Source: an optimization exercise on an open RTL-to-GDS flow (aim: small area, a short achievable clock period and few clock cycles per item). Production flows keep margins and buffers that such runs may drop. Where RTL was checked, it was by simulation tests only, not by an equivalence proof against the original. For run 1, only the layout was checked, not whether the RTL still works.

===== flow/constraint.sdc =====
create_clock -name core_clock -period 40.0 [get_ports {clk}]
set_input_delay 8.0000 -clock core_clock [delete_from_list [all_inputs] [get_ports {clk}]]
set_output_delay 8.0000 -clock core_clock [all_outputs]
set_load 0.01 [all_outputs]

===== flow/flow/run.sh =====
#!/bin/bash
# Standard layout, with timing repair aiming at a larger setup margin so
# that the critical paths are sized and buffered for speed.
set -e
export SETUP_SLACK_MARGIN=${FLOW_MARGIN:-29.5}
bash standard.sh > standard.log 2>&1

===== flow/standard.sh =====
#!/bin/bash
# synth_recipe.tcl (not shown) runs the flow's synth.tcl, then flattens the netlist and writes it again
# the make line also repeats each setting of config.mk as NAME=value (left out here)
make -C /OpenROAD-flow-scripts/flow DESIGN_CONFIG=/design/flow/config.mk WORK_HOME=/design/flow/orfs CLKGATE_MAP_FILE= SYNTH_SCRIPT=/design/flow/synth_recipe.tcl "${@:-finish}"

===== flow/config.mk =====
export PLATFORM = sky130hd
export DESIGN_NAME = fmd_norm
export DESIGN_NICKNAME = fmd_norm
export VERILOG_FILES = /design/flow/design.v
export SDC_FILE = /design/flow/constraint.sdc
export NUM_CORES = 4
export LEC_CHECK = 0
export CAP_MARGIN = 20
export CORE_MARGIN = 2
export CORE_UTILIZATION = 40
export SLEW_MARGIN = 20

===== flow/design.v =====
module fmd_norm_add #(parameter integer W = 64) (
    input  wire [W-1:0] a,
    input  wire [W-1:0] b,
    input  wire         ci,
    output wire [W-1:0] s
);
    localparam integer L = 6;    
    wire [W-1:0] p0 = a ^ b;
    wire [W-1:0] g0 = (a & b) | {{(W-1){1'b0}}, ci & p0[0]};
    reg  [W-1:0] g, p;
    integer lv, i;
    always @(*) begin
        g = g0; p = p0;
        for (lv = 0; lv < L; lv = lv + 1)
            for (i = 0; i < W; i = i + 1)
                if (((i + 1) % (2 << lv)) == 0) begin
                    g[i] = g[i] | (p[i] & g[i - (1 << lv)]);
                    p[i] = p[i] & p[i - (1 << lv)];
                end
        for (lv = L - 2; lv >= 0; lv = lv - 1)
            for (i = 0; i < W; i = i + 1)
                if (((i + 1) % (2 << lv)) == (1 << lv) && i >= (2 << lv)) begin
                    g[i] = g[i] | (p[i] & g[i - (1 << lv)]);
                    p[i] = p[i] & p[i - (1 << lv)];
                end
    end
    assign s = p0 ^ {g[W-2:0], ci};
endmodule
module fmd_norm_fmul (
    input  wire [52:0]        mw,      
    output wire [51:0]        ma,      
    output wire [1:0]         adj      
);
    wire        top = (mw >= 53'd7378697629483821);
    wire [62:0] x0 = {mw, (top ? 9'h1FF : 9'h100)};
    wire [62:0] x1 = {2'b0, mw, 6'b0, top};
    wire [62:0] x2 = {10'b0, mw};
    wire [62:0] x3 = ~{5'b0, mw, 4'b0};
    wire [62:0] s1 = x0 ^ x1 ^ x2;
    wire [62:0] c1 = {((x0 & x1) | (x0 & x2) | (x1 & x2)), 1'b0};
    wire [62:0] s2 = s1 ^ c1 ^ x3;
    wire [62:0] c2 = {((s1 & c1) | (s1 & x3) | (c1 & x3)), 1'b0};
    wire [62:0] p;
    fmd_norm_add #(.W(63)) u_cpa (.a(s2), .b(c2), .ci(1'b1), .s(p));
    wire [51:0] frac = top ? p[61:10] : p[60:9];
    wire        tie  = top ? ~|p[9:0] : ~|p[8:0];
    assign ma  = {frac[51:1], frac[0] & ~tie};
    assign adj = {1'b0, top};
endmodule
module fmd_norm_div (
    input  wire [53:0]       r,        
    input  wire [52:0]       b,        
    input  wire              rnd,      
    input  wire signed [6:0] e,        
    input  wire signed [6:0] eg,       
    input  wire              fst,      
    input  wire [15:0]       i,
    input  wire              h,
    input  wire              dn,       
    input  wire              inc,      
    input  wire              stk,      
    input  wire              stq,      
    output wire [53:0]       r_o,
    output wire signed [6:0] e_o,
    output wire signed [6:0] eg_o,
    output wire [15:0]       i_o,
    output wire              h_o,
    output wire              dn_o,
    output wire              inc_o,
    output wire              stk_o,
    output wire              stq_o
);
    wire [54:0] t;
    fmd_norm_add #(.W(55)) u_sub (.a({1'b0, r}), .b(~{2'b0, b}), .ci(1'b1), .s(t));
    wire        q = ~t[54];
    wire [53:0] rs = q ? t[53:0] : r;
    assign r_o  = {rs[52:0], 1'b0};
    assign e_o  = e - 7'sd1;
    assign eg_o = (fst & ~q) ? eg - 7'sd1 : eg;
    wire live   = ~dn & ~stk;
    wire is_int = ~e[6];                        
    wire is_h   = (e == -7'sd1) & ~rnd;
    wire at_g   = (e == eg);
    wire brk    = (q == h);
    reg [15:0] i_n;
    reg        h_n, dn_n, inc_n, stk_n, stq_n;
    always @(*) begin
        i_n = i; h_n = h; dn_n = dn; inc_n = inc; stk_n = stk; stq_n = stq;
        if (live) begin
            if (is_int) begin
                i_n = {i[14:0], q};
            end else if (is_h) begin
                h_n = q;
                if (q == i[0]) begin
                    dn_n  = 1'b1;
                    inc_n = q;
                end
            end else if (brk) begin
                if (h & at_g) begin
                    stk_n = 1'b1;
                    stq_n = 1'b0;
                end else begin
                    dn_n  = 1'b1;
                    inc_n = h;
                end
            end else if (at_g) begin
                dn_n  = 1'b1;
                inc_n = ~h;
            end
        end else if (stk & ~dn) begin
            stq_n = stq | q;
        end
    end
    assign i_o = i_n; assign h_o = h_n; assign dn_o = dn_n;
    assign inc_o = inc_n; assign stk_o = stk_n; assign stq_o = stq_n;
endmodule
module fmd_norm (
    input  wire        clk,
    input  wire        rst_n,
    input  wire        in_valid,
    output wire        in_ready,
    input  wire        in_first,
    input  wire [63:0] in_data,
    input  wire [63:0] in_peak,
    input  wire        in_rnd,
    output wire        out_valid,
    input  wire        out_ready,
    output wire [15:0] out_pcm
);
    localparam integer K  = 3;    
    localparam integer NE = 3;    
    reg               i_v;
    reg               i_first;
    reg               i_sw;
    reg [52:0]        i_wm;
    reg signed [12:0] i_we;
    reg [52:0]        i_pm;
    reg signed [12:0] i_pe;
    reg               i_rnd;
    reg               i_wpd;     
    reg               i_ppd;     
    reg               i_rdy;     
    wire i_wz   = ~|i_wm;
    wire i_pz   = ~|i_pm;
    wire w_ok   = ~i_wpd;
    wire p_ok   = ~i_ppd;
    reg               p_v;
    reg [51:0]        p_ma;
    reg [4:0]         p_d;       
    reg               p_zero;    
    reg               p_sat;     
    reg               p_sgn;
    reg [52:0]        a_pm;
    reg signed [12:0] a_pe;
    reg               a_pz;
    reg               a_rnd;
    reg  [2:0]        d_ptr;     
    reg  [2:0]        r_ptr;     
    wire [NE-1:0]     e_v_w, e_res_w, hold_w, mvs_w, free_w, pick_w, go_w, s_sel_w, idle_w;
    wire [NE-1:0]     done_w, efree_w;
    wire [15:0]       s_i_w   [0:NE-1];
    wire [NE-1:0]     s_inc_w, s_sgn_w, s_sat_w;
    reg               o_v0, o_v1;
    reg [15:0]        o_d0, o_d1;
    wire ret  = (|s_sel_w) & ~o_v1;            
    wire cons = p_v & (|free_w);               
    wire mv   = i_v & w_ok & p_ok & (i_first ? (~p_v & ~(|e_v_w)) : (~p_v | cons));
    wire acc  = in_valid & i_rdy;
    wire push = ret;
    wire pop  = o_v0 & out_ready;
    wire in_sub = (in_data[62:52] == 11'd0);
    wire n_i_v   = acc | (i_v & ~mv);
    wire n_first = acc ? in_first : i_first;
    wire n_wpd   = acc ? in_sub : (i_wpd & ~(i_wm[52] | i_wz));
    wire n_ppd   = acc ? (in_first & (in_peak[62:52] == 11'd0))
                       : (i_ppd & ~(i_pm[52] | i_pz));
    wire n_p_v   = mv | (p_v & ~cons);
    wire n_free  = |(idle_w | efree_w);
    wire n_idle  = &idle_w;
    wire n_mv    = n_i_v & ~n_wpd & ~n_ppd &
                   (n_first ? (~n_p_v & n_idle) : (~n_p_v | (n_p_v & n_free)));
    assign in_ready = i_rdy;
    always @(posedge clk) begin
        if (!rst_n) begin
            i_v   <= 1'b0;
            i_rdy <= 1'b1;
            i_wpd <= 1'b0;
            i_ppd <= 1'b0;
        end else begin
            i_v   <= n_i_v;
            i_rdy <= ~n_i_v | n_mv;
            i_wpd <= n_wpd;
            i_ppd <= n_ppd;
        end
    end
    always @(posedge clk) begin
        if (i_rdy) begin
            i_first <= in_first;
            i_sw    <= in_data[63];
            i_wm    <= {|in_data[62:52], in_data[51:0]};
            i_we    <= (in_data[62:52] == 11'd0) ? 13'sd1 : $signed({2'b0, in_data[62:52]});
            i_pm    <= {|in_peak[62:52], in_peak[51:0]};
            i_pe    <= (in_peak[62:52] == 11'd0) ? 13'sd1 : $signed({2'b0, in_peak[62:52]});
            i_rnd   <= in_rnd;
        end else begin
            if (i_wpd & ~i_wm[52]) begin
                i_wm <= {i_wm[51:0], 1'b0};
                i_we <= i_we - 13'sd1;
            end
            if (i_ppd & ~i_pm[52]) begin
                i_pm <= {i_pm[51:0], 1'b0};
                i_pe <= i_pe - 13'sd1;
            end
        end
    end
    wire [51:0]        pr_ma;
    wire [1:0]         pr_adj;
    fmd_norm_fmul u_mul (.mw(i_wm), .ma(pr_ma), .adj(pr_adj));
    wire signed [12:0] pr_eb  = i_first ? i_pe : a_pe;
    wire               pr_pz  = i_first ? i_pz : a_pz;
    wire signed [13:0] pr_d0  = {i_we[12], i_we} - {pr_eb[12], pr_eb} + 14'sd13;
    reg                pr_inf, pr_lo, pr_hi;
    always @(*) begin
        case (pr_adj)
            2'd0: begin pr_inf = (i_we >= 13'sd2034); pr_lo = (pr_d0 <= -14'sd2); pr_hi = (pr_d0 >= 14'sd16); end
            2'd1: begin pr_inf = (i_we >= 13'sd2033); pr_lo = (pr_d0 <= -14'sd3); pr_hi = (pr_d0 >= 14'sd15); end
            default: begin pr_inf = (i_we >= 13'sd2032); pr_lo = (pr_d0 <= -14'sd4); pr_hi = (pr_d0 >= 14'sd14); end
        endcase
    end
    wire [4:0]         pr_d1   = pr_d0[4:0] + {3'd0, pr_adj} + 5'd1;     
    wire               pr_zero = pr_pz | i_wz | (~pr_inf & pr_lo);
    wire               pr_sat  = ~pr_pz & ~i_wz & (pr_inf | pr_hi);
    always @(posedge clk) begin
        if (!rst_n) p_v <= 1'b0;
        else if (mv) p_v <= 1'b1;
        else if (cons) p_v <= 1'b0;
    end
    always @(posedge clk) begin
        if (mv) begin
            p_ma   <= pr_ma;
            p_d    <= pr_d1;
            p_zero <= pr_zero;
            p_sat  <= pr_sat;
            p_sgn  <= i_sw;
        end
    end
    always @(posedge clk) begin
        if (mv & i_first) begin
            a_pm  <= i_pm;
            a_pe  <= i_pe;
            a_pz  <= i_pz;
            a_rnd <= i_rnd;
        end
    end
    assign pick_w = free_w & ~(free_w - 1'b1);
    assign go_w   = pick_w & {NE{p_v}};
    always @(posedge clk) begin
        if (!rst_n) begin
            d_ptr <= 3'd0;
            r_ptr <= 3'd0;
        end else begin
            if (cons) d_ptr <= d_ptr + 3'd1;
            if (ret)  r_ptr <= r_ptr + 3'd1;
        end
    end
    wire signed [6:0] pd_e = $signed({2'b0, p_d}) - 7'sd1;
    wire [15:0] zi = 16'd0;
    genvar gj, gi;
    generate
        for (gj = 0; gj < NE; gj = gj + 1) begin : g_eng
            reg               e_v;       
            reg               e_res;     
            reg [53:0]        e_r;
            reg signed [6:0]  e_e;
            reg signed [6:0]  e_eg;
            reg [15:0]        e_i;
            reg               e_h, e_inc, e_stk, e_stq, e_sgn, e_sat;
            reg [2:0]         e_tag;
            reg               s_v;       
            reg [2:0]         s_tag;
            reg [15:0]        s_i;
            reg               s_inc, s_sgn, s_sat;
            wire s_ret = s_v & (s_tag == r_ptr) & ~o_v1;
            wire mvs   = e_res & (~s_v | s_ret);
            wire hold  = e_res & ~mvs;
            wire go    = go_w[gj];
            wire run   = e_v | go;
            assign e_v_w[gj]   = e_v;
            assign e_res_w[gj] = e_res;
            assign hold_w[gj]  = hold;
            assign mvs_w[gj]   = mvs;
            assign free_w[gj]  = ~e_v & ~hold;
            assign idle_w[gj]  = ~e_v & ~go & (~e_res | mvs);
            assign s_sel_w[gj] = s_v & (s_tag == r_ptr);
            assign s_i_w[gj]   = s_i;
            assign s_inc_w[gj] = s_inc;
            assign s_sgn_w[gj] = s_sgn;
            assign s_sat_w[gj] = s_sat;
            wire               new_s = ~e_v;
            wire [53:0]        c_r   [0:K];
            wire signed [6:0]  c_e   [0:K];
            wire signed [6:0]  c_eg  [0:K];
            wire [15:0]        c_i   [0:K];
            wire [K:0]         c_h, c_dn, c_inc, c_stk, c_stq;
            assign c_r[0]   = new_s ? {2'b01, p_ma} : e_r;
            assign c_e[0]   = new_s ? pd_e : e_e;
            assign c_eg[0]  = new_s ? pd_e - 7'sd53 : e_eg;
            assign c_i[0]   = new_s ? zi : e_i;
            assign c_h[0]   = new_s ? 1'b0 : e_h;
            assign c_dn[0]  = new_s ? (p_zero | p_sat) : e_stk;
            assign c_inc[0] = new_s ? 1'b0 : (e_stk ? (e_stq | (|e_r)) : e_inc);
            assign c_stk[0] = new_s ? 1'b0 : e_stk;
            assign c_stq[0] = new_s ? 1'b0 : e_stq;
            for (gi = 0; gi < K; gi = gi + 1) begin : g_step
                fmd_norm_div u_step (
                    .r(c_r[gi]), .b(a_pm), .rnd(a_rnd), .e(c_e[gi]), .eg(c_eg[gi]),
                    .fst(new_s && gi == 0),
                    .i(c_i[gi]), .h(c_h[gi]), .dn(c_dn[gi]), .inc(c_inc[gi]),
                    .stk(c_stk[gi]), .stq(c_stq[gi]),
                    .r_o(c_r[gi+1]), .e_o(c_e[gi+1]), .eg_o(c_eg[gi+1]),
                    .i_o(c_i[gi+1]), .h_o(c_h[gi+1]), .dn_o(c_dn[gi+1]),
                    .inc_o(c_inc[gi+1]), .stk_o(c_stk[gi+1]), .stq_o(c_stq[gi+1])
                );
            end
            wire done = c_dn[K];
            assign done_w[gj]  = done;
            assign efree_w[gj] = run & ~hold & ~mvs & c_dn[K-1] & (~s_v | s_ret);
            always @(posedge clk) begin
                if (!rst_n) begin
                    e_v   <= 1'b0;
                    e_res <= 1'b0;
                    s_v   <= 1'b0;
                end else begin
                    if (~hold) begin
                        e_v   <= run & ~done;
                        e_res <= run & done;
                    end
                    if (mvs)        s_v <= 1'b1;
                    else if (s_ret) s_v <= 1'b0;
                end
            end
            always @(posedge clk) begin
                e_r   <= c_r[K];
                e_e   <= c_e[K];
                e_eg  <= c_eg[K];
                e_h   <= c_h[K];
                e_stk <= c_stk[K] & ~c_dn[K];
                e_stq <= c_stq[K];
            end
            always @(posedge clk) begin
                if (~hold) begin
                    e_i   <= c_i[K];
                    e_inc <= c_inc[K];
                end
                if (go) begin
                    e_tag <= d_ptr;
                    e_sgn <= p_sgn;
                    e_sat <= p_sat;
                end
                if (mvs) begin
                    s_tag <= e_tag;
                    s_i   <= e_i;
                    s_inc <= e_inc;
                    s_sgn <= e_sgn;
                    s_sat <= e_sat;
                end
            end
        end
    endgenerate
    reg [15:0] r_i;
    reg        r_inc, r_sgn, r_sat;
    integer    k;
    always @(*) begin
        r_i = 16'd0; r_inc = 1'b0; r_sgn = 1'b0; r_sat = 1'b0;
        for (k = 0; k < NE; k = k + 1)
            if (s_sel_w[k]) begin
                r_i   = r_i   | s_i_w[k];
                r_inc = r_inc | s_inc_w[k];
                r_sgn = r_sgn | s_sgn_w[k];
                r_sat = r_sat | s_sat_w[k];
            end
    end
    wire [15:0] cv_x   = r_sgn ? ~r_i : r_i;
    wire        cv_c   = r_sgn ^ r_inc;
    wire [15:0] cv_sum = cv_x + {15'd0, cv_c};
    wire        lo_all = &r_i[14:0];
    wire        lo_nz  = |r_i[14:0];
    wire        ovf_p  = r_i[15] | (lo_all & r_inc);               
    wire        ovf_n  = r_i[15] & (lo_nz | r_inc);                
    wire [15:0] pcm = r_sat ? (r_sgn ? 16'h8000 : 16'h7FFF) :
                      r_sgn ? (ovf_n ? 16'h8000 : cv_sum) :
                              (ovf_p ? 16'h7FFF : cv_sum);
    always @(posedge clk) begin
        if (!rst_n) begin
            o_v0 <= 1'b0;
            o_v1 <= 1'b0;
        end else begin
            if (pop) begin
                if (o_v1) o_v1 <= push;
                else      o_v0 <= push;
            end else if (push) begin
                if (o_v0) o_v1 <= 1'b1;
                else      o_v0 <= 1'b1;
            end
        end
    end
    always @(posedge clk) begin
        if (pop) begin
            if (o_v1) begin
                o_d0 <= o_d1;
                o_d1 <= pcm;
            end else begin
                o_d0 <= pcm;
            end
        end else if (push) begin
            if (o_v0) o_d1 <= pcm;
            else      o_d0 <= pcm;
        end
    end
    assign out_valid = o_v0;
    assign out_pcm   = o_d0;
endmodule

==> results.sh, run 1 <==
export IMPL_dp_hpwl_um=147000
export IMPL_met3_length_um=16600
export IMPL_cts_sinks=659
export IMPL_yosysWarnings=4
export IMPL_drc=0
export IMPL_start_kind="flop"
export IMPL_synth_nets=7424
export IMPL_synthFlopType="edfxtp_1"
export IMPL_routed_via_density=5.81
export IMPL_avgSynthCellArea_um2=9.72
export IMPL_worst_path_max_delay_cell="a311o_2"
export IMPL_first_iter_violations=4353
export IMPL_finClkSkew_ns=0.0339
export IMPL_cts_root_buf="clkbuf_16"
export IMPL_drt_total_wl_um=210000
export IMPL_top_layer_used="met5"
export IMPL_syn_area_um2=61400
export IMPL_critical_path_class="reg -> reg"
export IMPL_setup_slack_ns=27.83
export IMPL_synth_edff_count=427
export IMPL_finalCritPeriodShare=0.304
export IMPL_nets=7878
export IMPL_synthArstFlopShare=0
export IMPL_cts_buffer_depth=3
export IMPL_antenna_found_initial=6
export IMPL_tritoncts="yes"
export IMPL_htree_num_levels=3
export IMPL_drive_gt1_frac=0.207
export IMPL_synth_seq_cells=659
export IMPL_slowest_delay_ns=0.48
export IMPL_dieWidth_um=396
export IMPL_coreArea_um2=152000
export IMPL_placed_cell_area_um2=65600
export IMPL_first_pass_iters=7
export IMPL_fin_crit_ns=12.17
export IMPL_slew_headroom=0.148
export IMPL_ys_seq_area_frac=0.284
export IMPL_setup_tns_ns=0
export IMPL_grt_util_all_layers=0.255
export IMPL_crit_fanout=7
export IMPL_fp_dieH_um=396
export IMPL_port_buffers=150
export IMPL_fmaxAchievable_mhz=82.1
export IMPL_reg2reg_from="g_eng[1].e_v"
export IMPL_startpoint="g_eng[1].e_v"
export IMPL_start_util=0.404
export IMPL_wl_met2_um=93900
export IMPL_rows=143
export IMPL_cts_clk_slew_worst_paths_ns=0.06
export IMPL_post_place_ws_ns=24.19
export IMPL_m1WireLength_um=88500
export IMPL_clock_latency_ns=0.71
export IMPL_drv_cap=0
export IMPL_grt_max_degree=88
export IMPL_synthToLayoutAreaGrowth_pct=24.2
export IMPL_synthCells=6322
export IMPL_worst_pin_slew_ns=1.27
export IMPL_numCtsBuffers=81
export IMPL_hold_viol=0
export IMPL_worstPathRequired_ns=40.58
export IMPL_rsz0062_at_grt="yes"
export IMPL_worstHoldStart="g_eng[0].e_sgn"
export IMPL_grt_pass1_wl_um=307000
export IMPL_grt_pass1_vias=50330
export IMPL_setup_viol_count_final=0
export IMPL_drtAntennaViolNets=0
export IMPL_gp_congestion=0.944
export IMPL_drv_slew=0
export IMPL_wl_per_cell_um=23.7
export IMPL_io_pins=152
export IMPL_arrival_ns=12.76
export IMPL_ys_types=99
export IMPL_dieArea_um2=157000
export IMPL_end_kind="flop"
export IMPL_vias=51565
export IMPL_status="timing/DRC/antenna clean"
export IMPL_final_area_um2=76300
export IMPL_overflow=0
export IMPL_hold_path_class="reg -> reg"
## Yosys cell counts (17+ instances only)
master / n / area, um2
o21ai_0: 361 / 1810
xor2_1: 178 / 1560
nand3_1: 96 / 480
nor4_1: 94 / 588
xnor2_1: 260 / 2280
ha_1: 608 / 7610
clkbuf_1: 137 / 514
or3_1: 23 / 144
fa_1: 360 / 7210
nand2b_1: 65 / 407
nand4_1: 72 / 450
o21a_1: 47 / 353
o211ai_1: 22 / 165
nor3_1: 97 / 485
inv_1: 431 / 1620
edfxtp_1: 427 / 12800
nor2_1: 451 / 1690
and3_1: 25 / 156
a31oi_1: 48 / 300
buf_1: 41 / 154
a21boi_0: 17 / 128
dfxtp_1: 232 / 4640
nor2b_1: 47 / 294
o21bai_1: 35 / 263
mux2_2: 302 / 3400
nand2_1: 422 / 1580
o22ai_1: 33 / 206
a211oi_1: 31 / 233
mux2i_1: 241 / 2410
o31ai_1: 25 / 188
a21oi_1: 481 / 2410
and4_1: 18 / 158
or2_2: 22 / 138
and2_1: 36 / 225
a21o_1: 271 / 2030
## flip-flops by register name (all words and copies together) (netlist names), 5 cells and up
name / flops
a_pm: 53
g_eng.e_tag: 9
g_eng.s_tag: 9
g_eng.e_r: 159
i_pm: 53
g_eng.e_eg: 21
g_eng.e_e: 21
g_eng.s_i: 48
a_pe: 13
p_d: 5
i_pe: 13
i_we: 13
o_d0: 16
g_eng.e_i: 48
o_d1: 16
p_ma: 52
i_wm: 53
## path summary, 6_finish.rpt
kind / endpoint / slack, ns / depth (start not counted)
worst max-delay path: g_eng[1].e_r[51] / 27.83 / 52
worst min-delay path: g_eng[0].s_sgn / 0.42 / 0
worst max register to register: g_eng[1].e_r[51] / 27.83 / 52
worst min register to register: g_eng[0].s_sgn / 0.42 / 0
## metal layers
metal | global-route usage | vias to the layer above
met5 | 0 | -
met4 | 0.111 | 4
met3 | 0.0388 | 473
met2 | 0.408 | 1819
met1 | 0.343 | 25406
li1 | - | 23863
## critical path: cells and delay by family, from the launching register on
family	cells	cell delay, ns
muxes	3	0.88
DFF	1	0.44
AOI/OAI and AO/OA	30	7.31
adders and majority gates	4	1.27
buffers and inverters	10	1.24
and+or+nand+nor	5	0.86
## kinds of logic after synthesis
| kind of cell | after synthesis | synth area share |
|---|---|---|
| fa+ha+maj | 968 | 0.241 |
| simple gates | 1529 | 0.119 |
| compound gates | 1555 | 0.159 |
| xor+xnor | 440 | 0.0631 |
| buf+inv | 627 | 0.0389 |
| mux | 544 | 0.0948 |
| flops | 659 | 0.284 |
## placed cells by master (no fill, tap or decap), drive strengths merged, types with 150 or more instances in the layout
master / synthesis / final
nor2: 451 / 452
edfxtp: 427 / 427
o21ai: 378 / 378
fa: 360 / 360
xnor2: 261 / 261
inv: 431 / 428
mux2i: 241 / 241
buf: 56 / 388
xor2: 178 / 178
nand2: 424 / 427
dfxtp: 232 / 232
mux2: 303 / 303
ha: 608 / 608
a21o: 271 / 271
a21oi: 484 / 484
clkdlybuf4s50: 0 / 150
## metrics by stage
step	util	hold slack, ns	std cells
after detailed placement	0.431	0.405	8379
final	0.501	0.420	8877
after global routing	0.501	0.436	8875
after floorplan	-	0.400	6322
after CTS	0.477	0.420	8740
after global placement	0.431	0.404	8379
## layout make-up
type                       count  area [um2]
clock inverter                59         692
fill                       13590       75900
multi-input combinational   5041       45300
timing repair buffer         559        6530
tap                         2030        2540
sequential                   659       17500
clock buffer                  92        2110
antenna                        3        7.51
inverter                     434        1690
## timing repair
item / CTS / global route
pin swaps: 103 / 196
hold buffers: 0 / 0
setup buffers: 178 / 115
gates resized for setup: 364 / 534
endpoints found under the setup margin: 226 / 187
cloned: 32 / 18
==> run 2: changes to the inputs <==
--- a/flow/design.v
+++ b/flow/design.v
@@ -128,7 +128,7 @@
     output wire [15:0] out_pcm
 );
     localparam integer K  = 3;    
-    localparam integer NE = 3;    
+    localparam integer NE = 2;    
     reg               i_v;
     reg               i_first;
     reg               i_sw;
==> results.sh, run 2 <==
export IMPL_use_met1=0.317
export IMPL_rsz0062_at_grt="no"
export IMPL_drtAntennaViolNets=0
export IMPL_largest_register_ffs=106
export IMPL_crit_buf_inv=15
export IMPL_finalCritPeriodShare=0.259
export IMPL_worstPathRequired_ns=40.54
export IMPL_routed_via_density=5.65
export IMPL_drc=0
export IMPL_grt_busiest_layer="met2"
export IMPL_antenna_found_initial=3
export IMPL_slew_headroom=0.245
export IMPL_end_kind="flop"
export IMPL_worst_path_max_delay_cell="or3_4"
export IMPL_first_iter_violations=3343
export IMPL_synth_most_common_cell="ha_1"
export IMPL_synthArstFlopShare=0
export IMPL_wl_per_cell_um=21.7
export IMPL_fmaxAchievable_mhz=96.5
export IMPL_cp_top_family="compound AO/OA/AOI/OAI gates"
export IMPL_fin_crit_ns=10.36
export IMPL_holdBufCountCts=0
export IMPL_status="timing/DRC/antenna clean"
export IMPL_layout_common_cells="438 x ha_1, 431 x nand2_1, 385 x inv_1"
export IMPL_synth_edff_count=383
export IMPL_drv_slew=0
export IMPL_synthTopCellsByArea="edfxtp_1 24%, fa_1 12%, ha_1 11%, dfxtp_1 6.6%, a21oi_1 3.8%"
export IMPL_use_met2=0.383
export IMPL_setup_tns_ns=0
export IMPL_first_pass_iters=6
export IMPL_cts_buffer_depth=3
export IMPL_synthFlopType="edfxtp_1"
export IMPL_cts_root_buf="clkbuf_16"
export IMPL_syn_area_um2=48500
export IMPL_synthToLayoutAreaGrowth_pct=17.3
export IMPL_synth_seq_cells=542
export IMPL_finClkSkew_ns=0.0532
export IMPL_cts_clk_slew_worst_paths_ns=0.06
export IMPL_grt_pass1_vias=38264
export IMPL_grt_pass1_wl_um=226000
export IMPL_drive_gt1_frac=0.125
export IMPL_clock_latency_ns=0.67
export IMPL_ys_types=103
export IMPL_grt_util_all_layers=0.234
export IMPL_reg2reg_from="g_eng[1].e_v"
export IMPL_slowest_delay_ns=0.41
export IMPL_drv_cap=0
export IMPL_final_cells=6936
export IMPL_worstHoldStart="g_eng[1].e_tag[2]"
export IMPL_drt_total_wl_um=151000
export IMPL_mostFrequentLayoutCell="ha_1"
export IMPL_regToRegEndpoint="g_eng[1].e_res"
export IMPL_setup_viol_count_final=0
export IMPL_io_pins=152
export IMPL_multi_input_area_um2=32800
export IMPL_nFillCells=11376
export IMPL_critical_path_class="reg -> reg"
export IMPL_regMostFlops="g_eng.e_r"
export IMPL_start_kind="flop"
export IMPL_min_to="g_eng[1].s_tag[2]"
export IMPL_dieWidth_um=352
export IMPL_min_delay_path_depth=0
export IMPL_start_util=0.404
export IMPL_gp_congestion=0.902
export IMPL_reg2reg_slack_ns=29.64
export IMPL_dp_hpwl_um=111000
export IMPL_synthCells=5032
export IMPL_numCtsBuffers=68
export IMPL_arrival_ns=10.91
export IMPL_synth_common_cells="445 x ha_1, 435 x nand2_1, 393 x inv_1"
export IMPL_nets=6132
export IMPL_fp_dieH_um=352
export IMPL_coreArea_um2=120000
export IMPL_htree_num_levels=3
export IMPL_r2r_cells=49
export IMPL_hold_viol=0
export IMPL_antenna_cells=0
export IMPL_port_buffers=150
export IMPL_synth_top_cell_area_share=0.237
export IMPL_vias=39204
export IMPL_hold_path_class="reg -> reg"
export IMPL_ys_seq_area_frac=0.303
export IMPL_dieArea_um2=124000
export IMPL_synth_nets=5894
export IMPL_avgSynthCellArea_um2=9.64
export IMPL_placedCellCount=6672
export IMPL_use_met3=0.0311
export IMPL_worst_pin_slew_ns=1.12
export IMPL_regArea_um2=14700
export IMPL_rows=127
export IMPL_overflow=0
export IMPL_cts_sinks=542
export IMPL_crit_fanout=12
export IMPL_yosysTopAreaCell="edfxtp_1"
export IMPL_tritoncts="yes"
export IMPL_yosysWarnings=4
export IMPL_grt_max_degree=88
==> run 2: cell count changes after synthesis, sizes merged, moves of 38 or more <==
cell / before / now
a21o: 271 / 188
a21oi: 484 / 365
dfxtp: 232 / 159
edfxtp: 427 / 383
fa: 360 / 283
ha: 608 / 445
inv: 431 / 393
mux2: 303 / 150
mux2i: 241 / 170
nor2: 451 / 366
o21ai: 378 / 326
xnor2: 261 / 182
==> run 2: timing repair <==
item                       in CTS  in global routing
buffers inserted               65                 57
gates cloned                   11                  7
pin swaps                      30                 66
setup endpoints to repair     136                120
gates resized for setup       148                141
hold endpoints to repair        0                  0
==> run 2: cell families (layout without fill, tap and decap cells) <==
kind of cell,Yosys count,after routing,synth area share
XOR/XNOR,331,331,0.0609
multiplexers,320,320,0.0701
flip-flops,542,542,0.303
adder cells (fa/ha/maj),728,728,0.232
AND/OR/NAND/NOR,1318,1322,0.129
AO/OA/AOI/OAI,1241,1242,0.161
buffers and inverters,552,839,0.0436
==> run 2: final cells by class <==
class                   instances  share of cell area
multi-input cells            3943               0.577
clock inverters                44              0.0109
repair buffers                321              0.0595
flip-flops and latches        542               0.258
well taps                    1612              0.0355
clock buffers                  80              0.0318
inverters                     394              0.0266
==> run 2: how the worst max path moves through the flow <==
stage	startpoint	endpoint	cells past startpoint
5_1_grt	g_eng[1].e_v	g_eng[1].e_res	52
6_report	g_eng[1].e_v	g_eng[1].e_res	49
2_1_floorplan	g_eng[1].e_v	g_eng[1].e_res	54
3_3_place_gp	g_eng[1].e_v	g_eng[1].e_res	48
3_5_place_dp	g_eng[1].e_v	g_eng[1].e_res	48
4_1_cts	g_eng[1].e_v	g_eng[1].e_res	47
==> run 2: through the flow <==
stage	setup slack, ns	hold WS, ns	util	instance area (um2)
floorplan	29.50	0.400	-	48700
global placement	24.92	0.403	0.432	51900
detailed placement	24.75	0.406	0.432	51900
CTS	29.45	0.419	0.464	55800
global route	29.39	0.427	0.473	56900
finish	29.64	0.416	0.473	56900
==> run 2: worst reg2reg max path, delay by kind of cell, from the launching register on <==
kind,cells,cell delay (ns)
AOI/OAI and AO/OA,25,5.33
adders and majority gates,3,0.95
buffers and inverters,15,2.29
DFF,1,0.35
muxes,2,0.57
and+or+nand+nor,4,0.79
==> run 2: metal layers <==
layer,up-vias,routed length (um)
li1,18592,-
met1,19218,66700
met2,1132,69700
met3,258,8670
met4,4,5640
met5,-,27
Testbench counts of run 2, summed over its fixed seeds: cycles 11,251, items 6,144.

-- separate check: timing with driven ports --
No port has a modelled driver above. Below, the same layouts with a new extraction and two added sets of constraints. Step 1: set_driving_cell puts a clkbuf_16 on clk and a buf_2 on each other input, an assumption about the parent block. Step 2 adds t to the input delays and takes it off the output delays; t is the mean of the earliest and latest rising clock arrival at the registers after step 1. Input paths then give back, and output paths get back, about the clock's delay inside the block. a / b / c = ideal / step 1 / step 2; a / b = the first two.
| run | t (ns) | slack for setup (ns) | hold slack, ns |
|---|---|---|---|
| run 1 | 0.775 | 27.825 / 27.825 / 27.825 | 0.420 / 0.420 / 0.420 |
| run 2 | 0.714 | 29.637 / 29.637 / 29.637 | 0.416 / 0.416 / 0.416 |
After both steps every run listed still meets setup and hold.
